Background: an optimization exercise with open tools, aiming at small area. Do not read the settings as production practice.
The RTL was checked by simulation tests, not by an equivalence proof against the original design.
No activity file was given, so power comes from the tool's default toggle rates.

--- flow/run.sh ---
#!/bin/bash
# synth_recipe.tcl (not shown) runs the flow's synth.tcl, then flattens the netlist and writes it again
# the make line also repeats each setting of config.mk as NAME=value (left out here)
make -C /OpenROAD-flow-scripts/flow DESIGN_CONFIG=/design/flow/config.mk WORK_HOME=/design/flow/orfs CLKGATE_MAP_FILE= SYNTH_SCRIPT=/design/flow/synth_recipe.tcl finish
--- flow/config.mk ---
export PLATFORM = sky130hd
export DESIGN_NAME = pse_synth
export DESIGN_NICKNAME = pse_synth
export VERILOG_FILES = /design/flow/design.v
export SDC_FILE = /design/flow/constraint.sdc
export NUM_CORES = 4
export LEC_CHECK = 0
export CAP_MARGIN = 20
export CORE_MARGIN = 2
export CORE_UTILIZATION = 30
export SLEW_MARGIN = 20
--- flow/constraint.sdc ---
create_clock -name core_clock -period 14.0 [get_ports {clk}]
set_input_delay 2.8000 -clock core_clock [delete_from_list [all_inputs] [get_ports {clk}]]
set_output_delay 2.8000 -clock core_clock [all_outputs]
set_load 0.01 [all_outputs]
--- flow/design.v ---
module pse_sine_rom (
    input  wire [7:0] addr,
    output reg  [7:0] data
);
    always @(*) begin
        case (addr)
            8'd0: data = 8'd128;
            8'd1: data = 8'd131;
            8'd2: data = 8'd134;
            8'd3: data = 8'd137;
            8'd4: data = 8'd140;
            8'd5: data = 8'd144;
            8'd6: data = 8'd147;
            8'd7: data = 8'd150;
            8'd8: data = 8'd153;
            8'd9: data = 8'd156;
            8'd10: data = 8'd159;
            8'd11: data = 8'd162;
            8'd12: data = 8'd165;
            8'd13: data = 8'd168;
            8'd14: data = 8'd171;
            8'd15: data = 8'd174;
            8'd16: data = 8'd177;
            8'd17: data = 8'd179;
            8'd18: data = 8'd182;
            8'd19: data = 8'd185;
            8'd20: data = 8'd188;
            8'd21: data = 8'd191;
            8'd22: data = 8'd193;
            8'd23: data = 8'd196;
            8'd24: data = 8'd199;
            8'd25: data = 8'd201;
            8'd26: data = 8'd204;
            8'd27: data = 8'd206;
            8'd28: data = 8'd209;
            8'd29: data = 8'd211;
            8'd30: data = 8'd213;
            8'd31: data = 8'd216;
            8'd32: data = 8'd218;
            8'd33: data = 8'd220;
            8'd34: data = 8'd222;
            8'd35: data = 8'd224;
            8'd36: data = 8'd226;
            8'd37: data = 8'd228;
            8'd38: data = 8'd230;
            8'd39: data = 8'd232;
            8'd40: data = 8'd234;
            8'd41: data = 8'd235;
            8'd42: data = 8'd237;
            8'd43: data = 8'd239;
            8'd44: data = 8'd240;
            8'd45: data = 8'd241;
            8'd46: data = 8'd243;
            8'd47: data = 8'd244;
            8'd48: data = 8'd245;
            8'd49: data = 8'd246;
            8'd50: data = 8'd248;
            8'd51: data = 8'd249;
            8'd52: data = 8'd250;
            8'd53: data = 8'd250;
            8'd54: data = 8'd251;
            8'd55: data = 8'd252;
            8'd56: data = 8'd253;
            8'd57: data = 8'd253;
            8'd58: data = 8'd254;
            8'd59: data = 8'd254;
            8'd60: data = 8'd254;
            8'd61: data = 8'd255;
            8'd62: data = 8'd255;
            8'd63: data = 8'd255;
            8'd64: data = 8'd255;
            8'd65: data = 8'd255;
            8'd66: data = 8'd255;
            8'd67: data = 8'd255;
            8'd68: data = 8'd254;
            8'd69: data = 8'd254;
            8'd70: data = 8'd254;
            8'd71: data = 8'd253;
            8'd72: data = 8'd253;
            8'd73: data = 8'd252;
            8'd74: data = 8'd251;
            8'd75: data = 8'd250;
            8'd76: data = 8'd250;
            8'd77: data = 8'd249;
            8'd78: data = 8'd248;
            8'd79: data = 8'd246;
            8'd80: data = 8'd245;
            8'd81: data = 8'd244;
            8'd82: data = 8'd243;
            8'd83: data = 8'd241;
            8'd84: data = 8'd240;
            8'd85: data = 8'd239;
            8'd86: data = 8'd237;
            8'd87: data = 8'd235;
            8'd88: data = 8'd234;
            8'd89: data = 8'd232;
            8'd90: data = 8'd230;
            8'd91: data = 8'd228;
            8'd92: data = 8'd226;
            8'd93: data = 8'd224;
            8'd94: data = 8'd222;
            8'd95: data = 8'd220;
            8'd96: data = 8'd218;
            8'd97: data = 8'd216;
            8'd98: data = 8'd213;
            8'd99: data = 8'd211;
            8'd100: data = 8'd209;
            8'd101: data = 8'd206;
            8'd102: data = 8'd204;
            8'd103: data = 8'd201;
            8'd104: data = 8'd199;
            8'd105: data = 8'd196;
            8'd106: data = 8'd193;
            8'd107: data = 8'd191;
            8'd108: data = 8'd188;
            8'd109: data = 8'd185;
            8'd110: data = 8'd182;
            8'd111: data = 8'd179;
            8'd112: data = 8'd177;
            8'd113: data = 8'd174;
            8'd114: data = 8'd171;
            8'd115: data = 8'd168;
            8'd116: data = 8'd165;
            8'd117: data = 8'd162;
            8'd118: data = 8'd159;
            8'd119: data = 8'd156;
            8'd120: data = 8'd153;
            8'd121: data = 8'd150;
            8'd122: data = 8'd147;
            8'd123: data = 8'd144;
            8'd124: data = 8'd140;
            8'd125: data = 8'd137;
            8'd126: data = 8'd134;
            8'd127: data = 8'd131;
            8'd128: data = 8'd128;
            8'd129: data = 8'd125;
            8'd130: data = 8'd122;
            8'd131: data = 8'd119;
            8'd132: data = 8'd116;
            8'd133: data = 8'd112;
            8'd134: data = 8'd109;
            8'd135: data = 8'd106;
            8'd136: data = 8'd103;
            8'd137: data = 8'd100;
            8'd138: data = 8'd97;
            8'd139: data = 8'd94;
            8'd140: data = 8'd91;
            8'd141: data = 8'd88;
            8'd142: data = 8'd85;
            8'd143: data = 8'd82;
            8'd144: data = 8'd79;
            8'd145: data = 8'd77;
            8'd146: data = 8'd74;
            8'd147: data = 8'd71;
            8'd148: data = 8'd68;
            8'd149: data = 8'd65;
            8'd150: data = 8'd63;
            8'd151: data = 8'd60;
            8'd152: data = 8'd57;
            8'd153: data = 8'd55;
            8'd154: data = 8'd52;
            8'd155: data = 8'd50;
            8'd156: data = 8'd47;
            8'd157: data = 8'd45;
            8'd158: data = 8'd43;
            8'd159: data = 8'd40;
            8'd160: data = 8'd38;
            8'd161: data = 8'd36;
            8'd162: data = 8'd34;
            8'd163: data = 8'd32;
            8'd164: data = 8'd30;
            8'd165: data = 8'd28;
            8'd166: data = 8'd26;
            8'd167: data = 8'd24;
            8'd168: data = 8'd22;
            8'd169: data = 8'd21;
            8'd170: data = 8'd19;
            8'd171: data = 8'd17;
            8'd172: data = 8'd16;
            8'd173: data = 8'd15;
            8'd174: data = 8'd13;
            8'd175: data = 8'd12;
            8'd176: data = 8'd11;
            8'd177: data = 8'd10;
            8'd178: data = 8'd8;
            8'd179: data = 8'd7;
            8'd180: data = 8'd6;
            8'd181: data = 8'd6;
            8'd182: data = 8'd5;
            8'd183: data = 8'd4;
            8'd184: data = 8'd3;
            8'd185: data = 8'd3;
            8'd186: data = 8'd2;
            8'd187: data = 8'd2;
            8'd188: data = 8'd2;
            8'd189: data = 8'd1;
            8'd190: data = 8'd1;
            8'd191: data = 8'd1;
            8'd192: data = 8'd1;
            8'd193: data = 8'd1;
            8'd194: data = 8'd1;
            8'd195: data = 8'd1;
            8'd196: data = 8'd2;
            8'd197: data = 8'd2;
            8'd198: data = 8'd2;
            8'd199: data = 8'd3;
            8'd200: data = 8'd3;
            8'd201: data = 8'd4;
            8'd202: data = 8'd5;
            8'd203: data = 8'd6;
            8'd204: data = 8'd6;
            8'd205: data = 8'd7;
            8'd206: data = 8'd8;
            8'd207: data = 8'd10;
            8'd208: data = 8'd11;
            8'd209: data = 8'd12;
            8'd210: data = 8'd13;
            8'd211: data = 8'd15;
            8'd212: data = 8'd16;
            8'd213: data = 8'd17;
            8'd214: data = 8'd19;
            8'd215: data = 8'd21;
            8'd216: data = 8'd22;
            8'd217: data = 8'd24;
            8'd218: data = 8'd26;
            8'd219: data = 8'd28;
            8'd220: data = 8'd30;
            8'd221: data = 8'd32;
            8'd222: data = 8'd34;
            8'd223: data = 8'd36;
            8'd224: data = 8'd38;
            8'd225: data = 8'd40;
            8'd226: data = 8'd43;
            8'd227: data = 8'd45;
            8'd228: data = 8'd47;
            8'd229: data = 8'd50;
            8'd230: data = 8'd52;
            8'd231: data = 8'd55;
            8'd232: data = 8'd57;
            8'd233: data = 8'd60;
            8'd234: data = 8'd63;
            8'd235: data = 8'd65;
            8'd236: data = 8'd68;
            8'd237: data = 8'd71;
            8'd238: data = 8'd74;
            8'd239: data = 8'd77;
            8'd240: data = 8'd79;
            8'd241: data = 8'd82;
            8'd242: data = 8'd85;
            8'd243: data = 8'd88;
            8'd244: data = 8'd91;
            8'd245: data = 8'd94;
            8'd246: data = 8'd97;
            8'd247: data = 8'd100;
            8'd248: data = 8'd103;
            8'd249: data = 8'd106;
            8'd250: data = 8'd109;
            8'd251: data = 8'd112;
            8'd252: data = 8'd116;
            8'd253: data = 8'd119;
            8'd254: data = 8'd122;
            8'd255: data = 8'd125;
            default: data = 8'd128;
        endcase
    end
endmodule
module pse_divider (
    input  wire        clk,
    input  wire        rst,
    input  wire        start,
    input  wire [47:0] dividend,
    input  wire [31:0] divisor,
    output reg         busy,
    output reg         done,
    output wire [47:0] quotient
);
    reg [47:0] quo;       
    reg [31:0] rem;       
    reg [31:0] dvs;
    reg [5:0]  count;
    wire [32:0] shifted = {rem, quo[47]};
    wire [33:0] trial   = {1'b0, shifted} - {2'b00, dvs};
    wire        fits    = ~trial[33];
    assign quotient = quo;
    always @(posedge clk) begin
        if (rst) begin
            busy  <= 1'b0;
            done  <= 1'b0;
            count <= 6'd0;
        end else begin
            done <= 1'b0;
            if (start) begin
                quo   <= dividend;
                rem   <= 32'd0;
                dvs   <= divisor;
                count <= 6'd48;
                busy  <= 1'b1;
            end else if (busy) begin
                rem   <= fits ? trial[31:0] : shifted[31:0];
                quo   <= {quo[46:0], fits};
                count <= count - 6'd1;
                if (count == 6'd1) begin
                    busy <= 1'b0;
                    done <= 1'b1;
                end
            end
        end
    end
endmodule
module pse_sample_path (
    input  wire        clk,
    input  wire        rst,
    input  wire        strobe,
    input  wire        outen,
    input  wire [31:0] inc,
    input  wire [2:0]  kind,
    input  wire [16:0] duty,
    input  wire [16:0] level,
    output reg  [31:0] phase,
    output reg  [7:0]  last_sample
);
    wire [15:0] idx = phase[31:16];
    wire [7:0] sine_byte;
    pse_sine_rom u_rom (.addr(idx[15:8]), .data(sine_byte));
    reg [7:0] raw;
    always @(*) begin
        case (kind)
            3'd0:    raw = ({1'b0, idx} < duty) ? 8'd255 : 8'd0;           
            3'd1:    raw = idx[15] ? (8'd255 - idx[14:7]) : idx[14:7];     
            3'd2:    raw = idx[15:8];                                      
            3'd3:    raw = sine_byte;                                      
            default: raw = 8'd128;                                         
        endcase
    end
    wire [25:0] scaled = raw * level;
    wire [24:0] offset = (25'd65536 - {8'd0, level}) << 7;
    wire [26:0] mixed  = scaled + offset + 27'd32768;
    always @(posedge clk) begin
        if (rst) begin
            phase       <= 32'd0;
            last_sample <= 8'd128;
        end else if (strobe) begin
            if (outen) begin
                phase       <= phase + inc;
                last_sample <= mixed[23:16];
            end else begin
                last_sample <= 8'd128;
            end
        end
    end
endmodule
module pse_synth #(
    parameter integer SAMPLE_RATE_HZ = 48000,
    parameter integer GROUP_DEPTH    = 8
) (
    input  wire        clk,
    input  wire        rst,
    input  wire        cmd_valid,
    output wire        cmd_ready,
    input  wire [63:0] cmd_data,
    input  wire        strobe,
    output wire [7:0]  sample_out,
    output reg         rsp_valid,
    output reg  [31:0] rsp_data
);
    localparam [7:0] OP_NOP        = 8'h00;
    localparam [7:0] OP_SET_FREQ   = 8'h01;
    localparam [7:0] OP_SET_DUTY   = 8'h02;
    localparam [7:0] OP_SET_KIND   = 8'h03;
    localparam [7:0] OP_SET_OUTEN  = 8'h04;
    localparam [7:0] OP_SET_ATTACK = 8'h05;
    localparam [7:0] OP_SET_DECAY  = 8'h06;
    localparam [7:0] OP_SET_SUST   = 8'h07;
    localparam [7:0] OP_SET_REL    = 8'h08;
    localparam [7:0] OP_NOTE_ON    = 8'h09;
    localparam [7:0] OP_NOTE_OFF   = 8'h0A;
    localparam [7:0] OP_ENV_UPDATE = 8'h0B;
    localparam [7:0] OP_READ       = 8'h0C;
    localparam [7:0] OP_CLR_STATUS = 8'h0D;
    localparam [2:0] ST_IDLE    = 3'd0;
    localparam [2:0] ST_ATTACK  = 3'd1;
    localparam [2:0] ST_DECAY   = 3'd2;
    localparam [2:0] ST_SUSTAIN = 3'd3;
    localparam [2:0] ST_RELEASE = 3'd4;
    localparam [1:0] S_IDLE   = 2'd0;
    localparam [1:0] S_EXEC   = 2'd1;
    localparam [1:0] S_DIV    = 2'd2;
    localparam [1:0] S_COMMIT = 2'd3;
    localparam [1:0] DV_FREQ    = 2'd0;
    localparam [1:0] DV_ATTACK  = 2'd1;
    localparam [1:0] DV_DECAY   = 2'd2;
    localparam [1:0] DV_RELEASE = 2'd3;
    localparam [16:0] ONE = 17'd65536;
    reg [16:0] level;
    reg [2:0]  stage;
    reg [2:0]  kind;
    reg        outen;
    reg [16:0] duty;
    reg [31:0] inc;
    reg [31:0] elapsed;
    reg [31:0] attack;
    reg [31:0] decay;
    reg [16:0] sustain;
    reg [31:0] release_t;
    reg [1:0]  status;       
    reg [16:0] s_level;
    reg [2:0]  s_kind;
    reg        s_outen;
    reg [16:0] s_duty;
    reg [31:0] s_inc;
    reg [63:0] pend [0:GROUP_DEPTH-1];
    reg [3:0]  pend_cnt;
    reg [63:0] close_cmd;    
    reg [3:0]  unit_len;     
    reg [3:0]  exec_idx;
    reg [1:0]  state;
    reg [1:0]  div_op;
    wire [31:0] phase;
    wire [7:0]  last_sample;
    assign cmd_ready  = (state == S_IDLE);
    assign sample_out = last_sample;
    pse_sample_path u_sample (
        .clk         (clk),
        .rst         (rst),
        .strobe      (strobe),
        .outen       (s_outen),
        .inc         (s_inc),
        .kind        (s_kind),
        .duty        (s_duty),
        .level       (s_level),
        .phase       (phase),
        .last_sample (last_sample)
    );
    wire        is_last = (exec_idx == unit_len);
    wire [63:0] cur     = is_last ? close_cmd : pend[exec_idx[2:0]];
    wire [7:0]  op      = cur[63:56];
    wire [7:0]  sel     = cur[39:32];
    wire [31:0] imm     = cur[31:0];
    localparam [31:0] F_MIN = 32'd20 << 16;
    localparam [31:0] F_MAX = 32'd20000 << 16;
    wire [31:0] f_clamped = (imm < F_MIN) ? F_MIN : (imm > F_MAX) ? F_MAX : imm;
    wire [47:0] freq_num  = ({16'd0, f_clamped} << 17) + SAMPLE_RATE_HZ;
    wire [31:0] freq_den  = 2 * SAMPLE_RATE_HZ;
    wire [32:0] e_sum  = {1'b0, elapsed} + {1'b0, imm};
    wire [31:0] e_new  = e_sum[32] ? 32'hFFFF_FFFF : e_sum[31:0];
    wire [16:0] one_minus_s = ONE - sustain;
    wire [31:0] r_minus_e   = release_t - e_new;
    wire [31:0] mul_a = (stage == ST_DECAY) ? e_new : r_minus_e;
    wire [16:0] mul_b = (stage == ST_DECAY) ? one_minus_s : sustain;
    wire [47:0] mul_p = mul_a * mul_b;
    reg         div_start;
    reg  [47:0] div_num;
    reg  [31:0] div_den;
    wire        div_busy;
    wire        div_done;
    wire [47:0] div_q;
    pse_divider u_div (
        .clk      (clk),
        .rst      (rst),
        .start    (div_start),
        .dividend (div_num),
        .divisor  (div_den),
        .busy     (div_busy),
        .done     (div_done),
        .quotient (div_q)
    );
    always @(*) begin
        div_start = 1'b0;
        div_num   = 48'd0;
        div_den   = 32'd0;
        if (state == S_EXEC) begin
            if (op == OP_SET_FREQ && imm != 32'd0) begin
                div_start = 1'b1;
                div_num   = freq_num;
                div_den   = freq_den;
            end else if (op == OP_ENV_UPDATE) begin
                case (stage)
                    ST_ATTACK: if (attack != 32'd0 && e_new < attack) begin
                        div_start = 1'b1;
                        div_num   = {e_new, 16'd0};
                        div_den   = attack;
                    end
                    ST_DECAY: if (decay != 32'd0 && e_new < decay) begin
                        div_start = 1'b1;
                        div_num   = mul_p;
                        div_den   = decay;
                    end
                    ST_RELEASE: if (release_t != 32'd0 && e_new < release_t) begin
                        div_start = 1'b1;
                        div_num   = mul_p;
                        div_den   = release_t;
                    end
                    default: ;
                endcase
            end
        end
    end
    reg [31:0] read_val;
    always @(*) begin
        case (sel)
            8'h00:   read_val = {15'd0, level};
            8'h01:   read_val = {29'd0, stage};
            8'h02:   read_val = {29'd0, kind};
            8'h03:   read_val = {31'd0, outen};
            8'h04:   read_val = {15'd0, duty};
            8'h05:   read_val = inc;
            8'h06:   read_val = phase;
            8'h07:   read_val = elapsed;
            8'h08:   read_val = attack;
            8'h09:   read_val = decay;
            8'h0A:   read_val = {15'd0, sustain};
            8'h0B:   read_val = release_t;
            8'h0C:   read_val = {24'd0, last_sample};
            8'h0D:   read_val = {30'd0, status};
            default: read_val = 32'd0;
        endcase
    end
    always @(posedge clk) begin
        if (state == S_IDLE && cmd_valid && cmd_data[55] && pend_cnt < GROUP_DEPTH)
            pend[pend_cnt[2:0]] <= cmd_data;
    end
    always @(posedge clk) begin
        if (rst) begin
            state     <= S_IDLE;
            pend_cnt  <= 4'd0;
            unit_len  <= 4'd0;
            exec_idx  <= 4'd0;
            div_op    <= DV_FREQ;
            close_cmd <= 64'd0;
            rsp_valid <= 1'b0;
            rsp_data  <= 32'd0;
            level     <= 17'd0;
            stage     <= ST_IDLE;
            kind      <= 3'd0;
            outen     <= 1'b0;
            duty      <= 17'd32768;
            inc       <= 32'd0;
            elapsed   <= 32'd0;
            attack    <= 32'd0;
            decay     <= 32'd0;
            sustain   <= ONE;
            release_t <= 32'd0;
            status    <= 2'b00;
            s_level   <= 17'd0;
            s_kind    <= 3'd0;
            s_outen   <= 1'b0;
            s_duty    <= 17'd32768;
            s_inc     <= 32'd0;
        end else begin
            rsp_valid <= 1'b0;
            case (state)
                S_IDLE: begin
                    if (cmd_valid) begin
                        if (cmd_data[55] && pend_cnt < GROUP_DEPTH) begin
                            pend_cnt <= pend_cnt + 4'd1;
                        end else begin
                            if (cmd_data[55])
                                status[1] <= 1'b1;       
                            close_cmd <= cmd_data;
                            unit_len  <= pend_cnt;
                            exec_idx  <= 4'd0;
                            pend_cnt  <= 4'd0;
                            state     <= S_EXEC;
                        end
                    end
                end
                S_EXEC: begin
                    case (op)
                        OP_NOP: ;
                        OP_SET_FREQ:
                            if (imm == 32'd0) inc <= 32'd0;
                        OP_SET_DUTY:
                            duty <= (imm > {15'd0, ONE}) ? ONE : imm[16:0];
                        OP_SET_KIND:
                            kind <= imm[2:0];
                        OP_SET_OUTEN:
                            outen <= imm[0];
                        OP_SET_ATTACK:
                            attack <= imm;
                        OP_SET_DECAY:
                            decay <= imm;
                        OP_SET_SUST:
                            sustain <= (imm > {15'd0, ONE}) ? ONE : imm[16:0];
                        OP_SET_REL:
                            release_t <= imm;
                        OP_NOTE_ON: begin
                            stage   <= ST_ATTACK;
                            elapsed <= 32'd0;
                        end
                        OP_NOTE_OFF:
                            if (stage != ST_IDLE) begin
                                stage   <= ST_RELEASE;
                                elapsed <= 32'd0;
                            end
                        OP_ENV_UPDATE: begin
                            case (stage)
                                ST_ATTACK:
                                    if (attack == 32'd0 || e_new >= attack) begin
                                        level   <= ONE;
                                        stage   <= ST_DECAY;
                                        elapsed <= 32'd0;
                                    end else begin
                                        elapsed <= e_new;
                                        div_op  <= DV_ATTACK;
                                    end
                                ST_DECAY:
                                    if (decay == 32'd0 || e_new >= decay) begin
                                        level   <= sustain;
                                        stage   <= ST_SUSTAIN;
                                        elapsed <= 32'd0;
                                    end else begin
                                        elapsed <= e_new;
                                        div_op  <= DV_DECAY;
                                    end
                                ST_SUSTAIN: begin
                                    level   <= sustain;
                                    elapsed <= e_new;
                                end
                                ST_RELEASE:
                                    if (release_t == 32'd0 || e_new >= release_t) begin
                                        level   <= 17'd0;
                                        stage   <= ST_IDLE;
                                        elapsed <= 32'd0;
                                    end else begin
                                        elapsed <= e_new;
                                        div_op  <= DV_RELEASE;
                                    end
                                default: begin
                                    level   <= 17'd0;
                                    elapsed <= e_new;
                                end
                            endcase
                        end
                        OP_READ: begin
                            rsp_valid <= 1'b1;
                            rsp_data  <= read_val;
                            if (sel > 8'h0D)
                                status[0] <= 1'b1;
                        end
                        OP_CLR_STATUS:
                            status <= 2'b00;
                        default:
                            status[0] <= 1'b1;           
                    endcase
                    if (op == OP_SET_FREQ)
                        div_op <= DV_FREQ;
                    if (div_start)
                        state <= S_DIV;
                    else if (is_last)
                        state <= S_COMMIT;
                    else
                        exec_idx <= exec_idx + 4'd1;
                end
                S_DIV: begin
                    if (div_done) begin
                        case (div_op)
                            DV_FREQ:    inc   <= div_q[31:0];
                            DV_ATTACK:  level <= div_q[16:0];
                            DV_DECAY:   level <= ONE - div_q[16:0];
                            DV_RELEASE: level <= div_q[16:0];
                        endcase
                        if (is_last)
                            state <= S_COMMIT;
                        else begin
                            exec_idx <= exec_idx + 4'd1;
                            state    <= S_EXEC;
                        end
                    end
                end
                S_COMMIT: begin
                    s_level <= level;
                    s_kind  <= kind;
                    s_outen <= outen;
                    s_duty  <= duty;
                    s_inc   <= inc;
                    state   <= S_IDLE;
                end
            endcase
        end
    end
endmodule
==> run notes <==
status no timing/DRC/antenna violations; IO Pins 110; cts hold-fix bufs 0; GR Overflow Total 0; drt drc 0; CP dominant cell by count fa_1; Syn-to-layout area delta 12.9%; Vias 58,700; HP Class reg -> reg; area of the multi-input gates 43,100 µm²; GRT Util Overall 20.5%; row count 179; syn avg cell area 9.43 µm²; Final TNS setup 0 ns; Leak 32.6 nW; number of flops mapped to enable cells by yosys 496; Primary FF master, synth edfxtp_1; Tot Pwr 8.65 mW; pre-CTS setup slack 0.215 ns; fillers 24,000; Final Util 34.0%; CP Data Arrival Time 13.85 ns; Crit Path Max Fanout 12; YS warnings 4; # setup viols final 0; Worst VDD drop 0.0000983 V; total CTS buffers 98; Post-synth ARST share 0%; Setup Crit Path Kind reg -> reg; Req. time, crit path 14.47 ns; H-tree levels 3; drt via density 5.39; CP top delay family adder cells; Nets 8,666; Max Cap Viol 0; CTS Sinks 942; 1st-iter DRT viols 6,856; Period Utilization, post-route 95.6%; largest net degree at the start of global routing 185; Routed WL 255,000 µm; flops & latches, synth 942; CP bufs+invs 8; post-route ant nets 0; vias in the first global route 57,200; Die Span Y 492 µm; slowest cell delay on critical path 0.55 ns; placed cell count 10,700; CP Capture Type flip-flop; unique cell type count in the Yosys netlist 101; Worst-Skew Late Latency 0.75 ns; Worst slew margin 18.3%; Longest Clk Path Bufs 3; cell count after synthesis 7,569; initial antenna violation count 10; Initial Util 30.1%; die outline area 242,000 µm²; Slew @ Worst Pin 1.23 ns; first-pass GRT wire length 377,000 µm; commonest non-fill, non-tap cell in the layout nand2_1; WL/cell 23.4 µm; Critical-path top delay cell fa_1; share of layout cells above drive strength 1 9.09%; Non-Filler Instances 10,900; FF/Latch Area 23,800 µm²; CTS tree built; hpwl dp 189,000 µm; drt first pass iters 12; sequential area share after synthesis 33.4%; Synth Net Count 8,597; Final Critical Period 13.39 ns; Core ar. 237,000 µm²; Fin. Hold Viols 0; CTS Root Buffer Type clkbuf_16; Final Max Slew Viols 0; RSZ-0062 raised after global routing no; Reg clk slew, reported paths 0.06 ns; Mapped Area 71,400 µm²; fmax 74.7 MHz; Die X 492 µm; Final WS setup 0.614 ns; PD cells 107 nW/µm²; most frequent cells in the layout nand2_1, inv_1, nor2_1, fa_1, a21oi_1; GP Congestion 1.00; Buffers on Ports 94; crit start category flip-flop; clk_skew 0.0453 ns
## worst paths after layout
| path | from | endpoint | slack, ns | cells past startpoint |
|---|---|---|---|---|
| min | close_cmd[25] | close_cmd[25] | 0.45 | 2 |
| min reg2reg | close_cmd[25] | close_cmd[25] | 0.45 | 2 |
| max | flip-flop | u_div.quo[47] | 0.61 | 50 |
| max reg2reg | flip-flop | u_div.quo[47] | 0.61 | 50 |
## report_power, final
part           total (mW)  internal (mW)  switching (mW)
clock network        2.68           1.52            1.16
logic                2.93          0.985            1.95
registers            3.03           2.98          0.0573
## Yosys cell counts (13+ instances only)
cell / n / area, µm²
edfxtp_1: 496 / 14900
and2_1: 139 / 870
a21oi_1: 536 / 2680
clkbuf_1: 350 / 1310
o21ai_1: 24 / 120
a22oi_1: 80 / 601
nor4_1: 62 / 388
nor2_1: 699 / 2620
xor2_1: 81 / 709
or2_2: 21 / 131
nand2b_1: 36 / 225
a221oi_1: 20 / 175
ha_1: 404 / 5050
nand4_1: 42 / 263
buf_2: 46 / 230
mux2_2: 47 / 529
nand3_1: 111 / 556
o21ai_0: 186 / 931
nor2b_1: 97 / 607
a21o_1: 121 / 908
o21bai_1: 34 / 255
a2111oi_0: 16 / 140
nor3_1: 116 / 581
dfxtp_1: 446 / 8930
a31oi_1: 49 / 307
a22o_1: 13 / 114
xnor2_1: 141 / 1230
inv_1: 819 / 3070
buf_1: 20 / 75.1
and3_1: 30 / 188
a211oi_1: 76 / 571
mux2i_1: 195 / 1950
o211ai_1: 33 / 248
or3_1: 29 / 181
a222oi_1: 68 / 681
o31ai_1: 20 / 150
mux4_2: 84 / 1890
o21a_1: 37 / 278
nand2_1: 971 / 3640
o22ai_1: 23 / 144
fa_1: 556 / 11100
## registers in the layout (all words and copies together), names as in the netlist, 32 cells and up, named ones only
signal and count:
rsp_data 32, u_div.rem 32, close_cmd 48, elapsed 32, u_div.quo 48, u_div.dvs 32
s_inc 32, attack 32, inc 32, pend 384, release_t 32, u_sample.phase 32
decay 32
## cell families after synthesis
| logic type | after synthesis | share of synthesized area (%) |
|---|---|---|
| AND/OR/NAND/NOR | 2406 | 15.0 |
| AO/OA/AOI/OAI | 1456 | 13.2 |
| buffers and inverters | 1254 | 6.81 |
| adder cells (fa/ha/maj) | 960 | 22.7 |
| flip-flops | 942 | 33.4 |
| multiplexers | 328 | 6.19 |
| XOR/XNOR | 223 | 2.75 |
## through the flow
step           hold slack (ns)  cell area, µm²
2_1_floorplan            0.433           71400
3_3_place_gp             0.440           77200
3_5_place_dp             0.446           77200
4_1_cts                  0.454           80500
5_1_grt                  0.478           80600
6_report                 0.454           80600
## metal layers
metal  up-vias  GRT usage (%)  share of wire [%]
li1      26100              -                  -
met1     29400           27.8                 42
met2      2648           31.2                 44
met3       541           3.81                8.6
met4        10           10.1                5.6
met5         -              0              0.023
## tightest hold or removal path, cell delays in order (launching register included)
cell     delay (ns)
dfxtp_1        0.30
nand2_1        0.05
a21oi_1        0.05
## timing repair
item                       CTS  global route
setup endpoints to repair    0            17
resized for setup            0            15
setup buffers                0             4
## cell type report
type / count / area share, %
Inverter: 825 / 3.84
Antenna cell: 2 / 0.00621
Clock buffer: 144 / 3.59
Clock inverter: 40 / 0.511
Tap cell: 3167 / 4.92
Timing Repair Buffer: 398 / 4.12
Multi-Input combinational cell: 5373 / 53.5
Sequential cell: 942 / 29.6

[port drivers added, routing unchanged]
How much do the figures lean on ideal ports? The routed layout below was timed once more, with nothing changed but the port constraints. Step 1: set_driving_cell puts a clkbuf_16 on clk and a buf_2 on each other input, an assumption about the parent block. Step 2 moves the port delays by t, midway between the first and last clock arrival at a register: inputs arrive t later, outputs are due t later. That takes back most of the time a late clock gives input paths. a / b / c = no drivers / after step 1 / after step 2; a / b = the first two.
t, ns: 0.791
setup WS [ns]: 0.614 / 0.614 / 0.614
hold slack, ns: 0.454 / 0.454 / 0.454
latest minus earliest clock arrival (ns): 0.052 / 0.052
slew at the worst register clock pin (ns): 0.07 / 0.07
After both steps setup and hold are still met in this run. The setup slack of this run moves by 0.000 ns with the drivers and by 0.000 ns with both steps.
